This is an optimization exercise on Yosys and OpenROAD, whose aim is small area, not a production implementation. Function was checked by simulation only, so behaviour that the tests miss may differ from the original. Power is estimated from default activity; no workload was simulated.

==> flow/design.v <==
module ring_buffer (
    input  wire        clk,
    input  wire        rst,         
    input  wire        app_valid,
    input  wire [15:0] app_data,
    input  wire        cmd_valid,
    output wire        cmd_ready,
    input  wire [15:0] cmd_word,
    output reg         rsp_valid,
    output wire [2:0]  rsp_kind,
    output wire [23:0] rsp_data,
    output wire        rsp_end,
    output wire        faulted
);
    localparam N  = 24;
    localparam R  = 8;
    localparam TW = 16;
    localparam DW = 8;
    localparam CW = 5;
    localparam [CW-1:0] UNATT = 5'd28;
    localparam OP_ATTACH  = 4'h1;
    localparam OP_COUNT   = 4'h2;
    localparam OP_READ    = 4'h3;
    localparam OP_CONSUME = 4'h4;
    localparam OP_DROPS   = 4'h5;
    reg [TW-1:0] sh    [1:N];      
    reg [CW-1:0] cnt   [0:R-1];    
    reg [DW-1:0] drops [0:R-1];
    reg [CW-1:0] br;               
    reg [2:0]    brr;              
    reg          flt;
    reg [7:0]    fhi;              
    reg [15:0]   rv;               
    reg [2:0]    kr;               
    wire busy = (br != 0);
    assign faulted   = flt;
    assign cmd_ready = ~busy;      
    assign rsp_end   = ~busy;
    assign rsp_kind  = kr | {3{flt}};
    assign rsp_data  = {fhi, rv};
    wire cmd_go = cmd_valid & ~busy;
    wire [3:0] unit = cmd_word[15:12];
    wire [3:0] op   = cmd_word[11:8];
    wire [7:0] sel  = cmd_word[7:0];
    wire [2:0]    sr   = busy ? brr : sel[2:0];
    wire [CW-1:0] csel = cnt[sr];
    wire          att_s = ~(csel[4] & csel[3] & csel[2]);
    wire [TW-1:0] dsel = sh[csel];
    wire legal = (unit == 4'h0) && (op >= OP_ATTACH) && (op <= OP_DROPS);
    wire r_ok  = (sel[7:3] == 5'd0);
    reg [2:0] fc;
    always @(*) begin
        if (!legal)                           fc = 3'd1;
        else if (!r_ok)                       fc = 3'd2;
        else if (op != OP_ATTACH && !att_s)   fc = 3'd3;
        else if (op == OP_READ && csel == 0)  fc = 3'd4;
        else                                  fc = 3'd0;
    end
    wire live      = cmd_go & ~flt;
    wire cmd_fault = live & (fc != 3'd0);
    wire cmd_exec  = live & (fc == 3'd0);
    wire app_do    = app_valid & ~flt & ~cmd_fault;
    wire ex_attach  = cmd_exec & (op == OP_ATTACH);
    wire ex_read    = cmd_exec & (op == OP_READ);
    wire ex_consume = cmd_exec & (op == OP_CONSUME);
    integer i;
    always @(posedge clk) begin
        if (app_do) begin
            sh[1] <= app_data;
            for (i = 2; i <= N; i = i + 1)
                sh[i] <= sh[i-1];
        end
    end
    genvar g, b;
    generate
        for (g = 0; g < R; g = g + 1) begin : rdr
            wire hit = (sr == g);
            wire clr = ex_attach & hit;
            wire dec = (ex_read | busy) & hit;
            wire top = cnt[g][4] & cnt[g][3];    
            wire up = app_do & ~dec & ~top;
            wire dn = dec & ~app_do;
            wire [CW:0] tu, td;
            assign tu[0] = up;
            assign td[0] = dn;
            for (b = 0; b < CW; b = b + 1) begin : cb
                assign tu[b+1] = tu[b] & cnt[g][b];
                assign td[b+1] = td[b] & ~cnt[g][b];
            end
            always @(posedge clk) begin
                if (rst)
                    cnt[g] <= UNATT;
                else if (clr)
                    cnt[g] <= {4'd0, app_do};
                else
                    cnt[g] <= cnt[g] ^ tu[CW-1:0] ^ td[CW-1:0];
            end
            wire dinc = app_do & top & ~dec & ~(&drops[g]);
            wire [DW:0] dt;
            assign dt[0] = dinc;
            for (b = 0; b < DW; b = b + 1) begin : db
                assign dt[b+1] = dt[b] & drops[g][b];
            end
            always @(posedge clk)
                drops[g] <= {DW{~clr}} & (drops[g] ^ dt[DW-1:0]);
        end
    endgenerate
    always @(posedge clk) begin
        if (rst)
            br <= 0;
        else if (ex_consume)
            br <= csel;
        else if (busy)
            br <= br - 1'b1;
    end
    always @(posedge clk) begin
        if (ex_consume)
            brr <= sel[2:0];
    end
    always @(posedge clk) begin
        if (rst) begin
            flt <= 1'b0;
            fhi <= 8'h00;
        end else if (cmd_fault) begin
            flt <= 1'b1;
            fhi <= cmd_word[15:8];
        end
    end
    always @(posedge clk) begin
        if (rst)
            rsp_valid <= 1'b0;
        else
            rsp_valid <= cmd_go | busy;
    end
    always @(posedge clk) begin
        if (busy)
            kr <= 3'd4;
        else
            case (op)
                OP_COUNT, OP_DROPS: kr <= 3'd1;
                OP_READ:            kr <= 3'd2;
                OP_CONSUME:         kr <= 3'd3;
                default:            kr <= 3'd0;
            endcase
    end
    always @(posedge clk) begin
        if (!flt) begin
            if (busy)
                rv <= dsel;
            else if (fc != 3'd0)
                rv <= {sel, 5'd0, fc};
            else
                case (op)
                    OP_COUNT, OP_CONSUME: rv <= {11'd0, csel};
                    OP_READ:              rv <= dsel;
                    default:              rv <= {8'd0, drops[sel[2:0]]};
                endcase
        end
    end
endmodule
export LEC_CHECK = 0
export CAP_MARGIN = 20
export CORE_MARGIN = 2
export CORE_UTILIZATION = 72
export CTS_BUF_LIST = sky130_fd_sc_hd__clkbuf_8
export CTS_CLUSTER_DIAMETER = 50
export CTS_CLUSTER_SIZE = 16
export PLACE_DENSITY = 0.8
export SLEW_MARGIN = 20
create_clock -name core_clock -period 10.0 [get_ports {clk}]
standard.sh (not shown) runs the stock make flow with config.mk's settings and CLKGATE_MAP_FILE= SYNTH_SCRIPT=/design/flow/synth_recipe.tcl, a recipe that flattens the netlist after the stock synthesis.
==> flow/flow/run.sh <==
#!/bin/bash
# Own layout flow: the standard synthesis, then its combinational logic
# re-mapped for area with ABC (flip-flops kept as they are), then the
# standard ORFS layout from that netlist. Each tool's output goes to a log
# file of its own in the work folder.
set -euo pipefail
W=$PWD
F=$W/flow
R=$W/orfs/results/$FLOW_PLATFORM/ring_buffer/base
LIB=$FLOW_HOME/platforms/$FLOW_PLATFORM/lib/sky130_fd_sc_hd__tt_025C_1v80.lib

# 1. standard synthesis (unchanged)
bash standard.sh synth > $W/log_1_synth.log 2>&1

# 2. re-map the gates between the registers
cp $R/1_2_yosys.v $W/standard_synth.v
REABC_LIB=$LIB REABC_IN=$W/standard_synth.v REABC_OUT=$W/reabc.v \
REABC_SCRIPT=$F/reabc.abc REABC_STAT=$W/reabc_stat.txt \
  yosys -c $F/reabc.tcl > $W/log_2_reabc.log 2>&1
cp $W/reabc.v $R/1_2_yosys.v
rm -f $R/1_synth.odb $R/1_synth.sdc

# 3. the standard layout from the new netlist
bash standard.sh BUFFER_PORTS_ARGS="-buffer_cell sky130_fd_sc_hd__buf_1" finish > $W/log_3_layout.log 2>&1
test -f $W/out/final.def
==> flow/flow/reabc.abc <==
strash
&get -n
&deepsyn -T 60
&put
dch -f
amap
==> flow/flow/reabc.tcl <==
# Re-map the combinational logic of the standard synthesis netlist for area.
# The flip-flops are kept as they are (same instances, names and cell types);
# only the gates between them are re-synthesized with ABC.
yosys -import
set lib $::env(REABC_LIB)
set net $::env(REABC_IN)
set out $::env(REABC_OUT)
set top $::env(FLOW_TOP)
read_liberty -ignore_miss_func $lib
read_verilog $net
hierarchy -top $top
# keep every sequential cell as an instance
setattr -mod -set keep_hierarchy 1 {sky130_fd_sc_hd__*df*} {sky130_fd_sc_hd__*dl*} {sky130_fd_sc_hd__*sdf*}
flatten
select -module $top t:\$scopeinfo
delete
select -clear
# drop the library's modules and read them back as black boxes
delete {sky130_fd_sc_hd__*}
read_liberty -lib $lib
hierarchy -top $top
opt_clean
abc -script $::env(REABC_SCRIPT) -liberty $lib -dont_use sky130_fd_sc_hd__probe_p_8 -dont_use sky130_fd_sc_hd__probec_p_8 -dont_use {sky130_fd_sc_hd__lpflow_*}
splitnets
opt_clean -purge
hilomap -singleton -hicell sky130_fd_sc_hd__conb_1 HI -locell sky130_fd_sc_hd__conb_1 LO
insbuf -buf sky130_fd_sc_hd__buf_1 A X
opt_clean -purge
tee -o $::env(REABC_STAT) stat -liberty $lib
check -assert
select $top
write_verilog -noattr -nohex -nodec -selected $out
Then changed:
--- a/flow/flow/run.sh
+++ b/flow/flow/run.sh
@@ -24 +24 @@
-bash standard.sh BUFFER_PORTS_ARGS="-buffer_cell sky130_fd_sc_hd__buf_1" finish > $W/log_3_layout.log 2>&1
+bash standard.sh BUFFER_PORTS_ARGS="-buffer_cell sky130_fd_sc_hd__buf_1" RECOVER_POWER=100 finish > $W/log_3_layout.log 2>&1
- CAP_MARGIN: 20 -> 0
- CORE_UTILIZATION: 72 -> 65
- PLACE_DENSITY: 0.8 -> 0.75
- SLEW_MARGIN: 20 -> 0
=> The new run ran to the end with violations: capacitance limit, slew limit; clock power increases by about 3%; global-route usage decreases by 3.0 points; setup slack got worse by 180 ps; total power is about the same; register-to-register slack got worse by 180 ps; wire length decreases by 0.38%; final cell count increases by 1.4%; design area increases by 0.37%; via count decreases by 2.2%; critical path depth decreases by 11; first-iteration DRC count decreases by 9.7%.
Then changed:
--- a/flow/flow/run.sh
+++ b/flow/flow/run.sh
@@ -24 +24 @@
-bash standard.sh BUFFER_PORTS_ARGS="-buffer_cell sky130_fd_sc_hd__buf_1" RECOVER_POWER=100 finish > $W/log_3_layout.log 2>&1
+bash standard.sh BUFFER_PORTS_ARGS="-buffer_cell sky130_fd_sc_hd__buf_1" finish > $W/log_3_layout.log 2>&1
- CAP_MARGIN: 0 -> 20
- CTS_CLUSTER_DIAMETER: 50 -> 40
- CTS_CLUSTER_SIZE: 16 -> 24
- SLEW_MARGIN: 0 -> 20
After rerunning: Now the flow completed without violations; clock skew grows by 21 ps; flip-flop and latch count stays the same; final area increases slightly; core utilization is higher by 1.1 points; worst setup slack gets better by 330 ps; total power climbs by a few percent.
Then changed:
- CORE_UTILIZATION: 65 -> 72
- CTS_CLUSTER_DIAMETER: 40 -> 60
- CTS_CLUSTER_SIZE: 24 -> 18
- PLACE_DENSITY: 0.75 -> 0.8
What happened: The changed run went through all stages and came out clean. Hold slack gets better by 12 ps. Non-clock buffer count is unchanged. Power falls by 4.9%. Fmax shrinks by 2.9%. Die area falls by 9.5%.
Then changed:
- CTS_CLUSTER_SIZE: 18 -> 20
After rerunning:
- sequential power stays flat
- first-iteration DRC count came out lower by 3.9%
- combinational power barely changes
- wire length is about the same
- global-route usage goes down by 0.12 points
- fmax climbs by 1.4%
- final cell count came out lower by 0.38%
- synthesized cell count does not change

==> re-timing with driven ports <==
Ports are ideal in the flow. The routed layouts listed here were re-timed in OpenROAD.
Step 1: set_driving_cell puts a clkbuf_16 on clk and a buf_2 on each other input, an assumption about the parent block.
Step 2 adds t to the input delays and takes it off the output delays; t is the mean of the earliest and latest rising clock arrival at the registers after step 1. Input paths then give back, and output paths get back, about the clock's delay inside the block.
a / b / c = no drivers / after step 1 / after step 2; a / b = the first two.
| run | t (ns) | setup WS [ns] | hold slack, ns |
|---|---|---|---|
| the first run | 0.636 | 1.162 / 1.162 / 0.774 | 0.444 / 0.444 / 0.444 |
| the second run | 0.663 | 0.986 / 0.986 / 0.563 | 0.447 / 0.447 / 0.447 |
| the third run | 0.665 | 1.317 / 1.317 / 0.859 | 0.437 / 0.437 / 0.437 |
| the fourth run | 0.635 | 1.054 / 1.054 / 0.712 | 0.449 / 0.449 / 0.449 |
| the fifth run | 0.627 | 1.177 / 1.177 / 0.819 | 0.439 / 0.439 / 0.439 |
The setup slack of the third run, which loses most, moves by 0.000 ns with the drivers and by -0.458 ns with both steps.
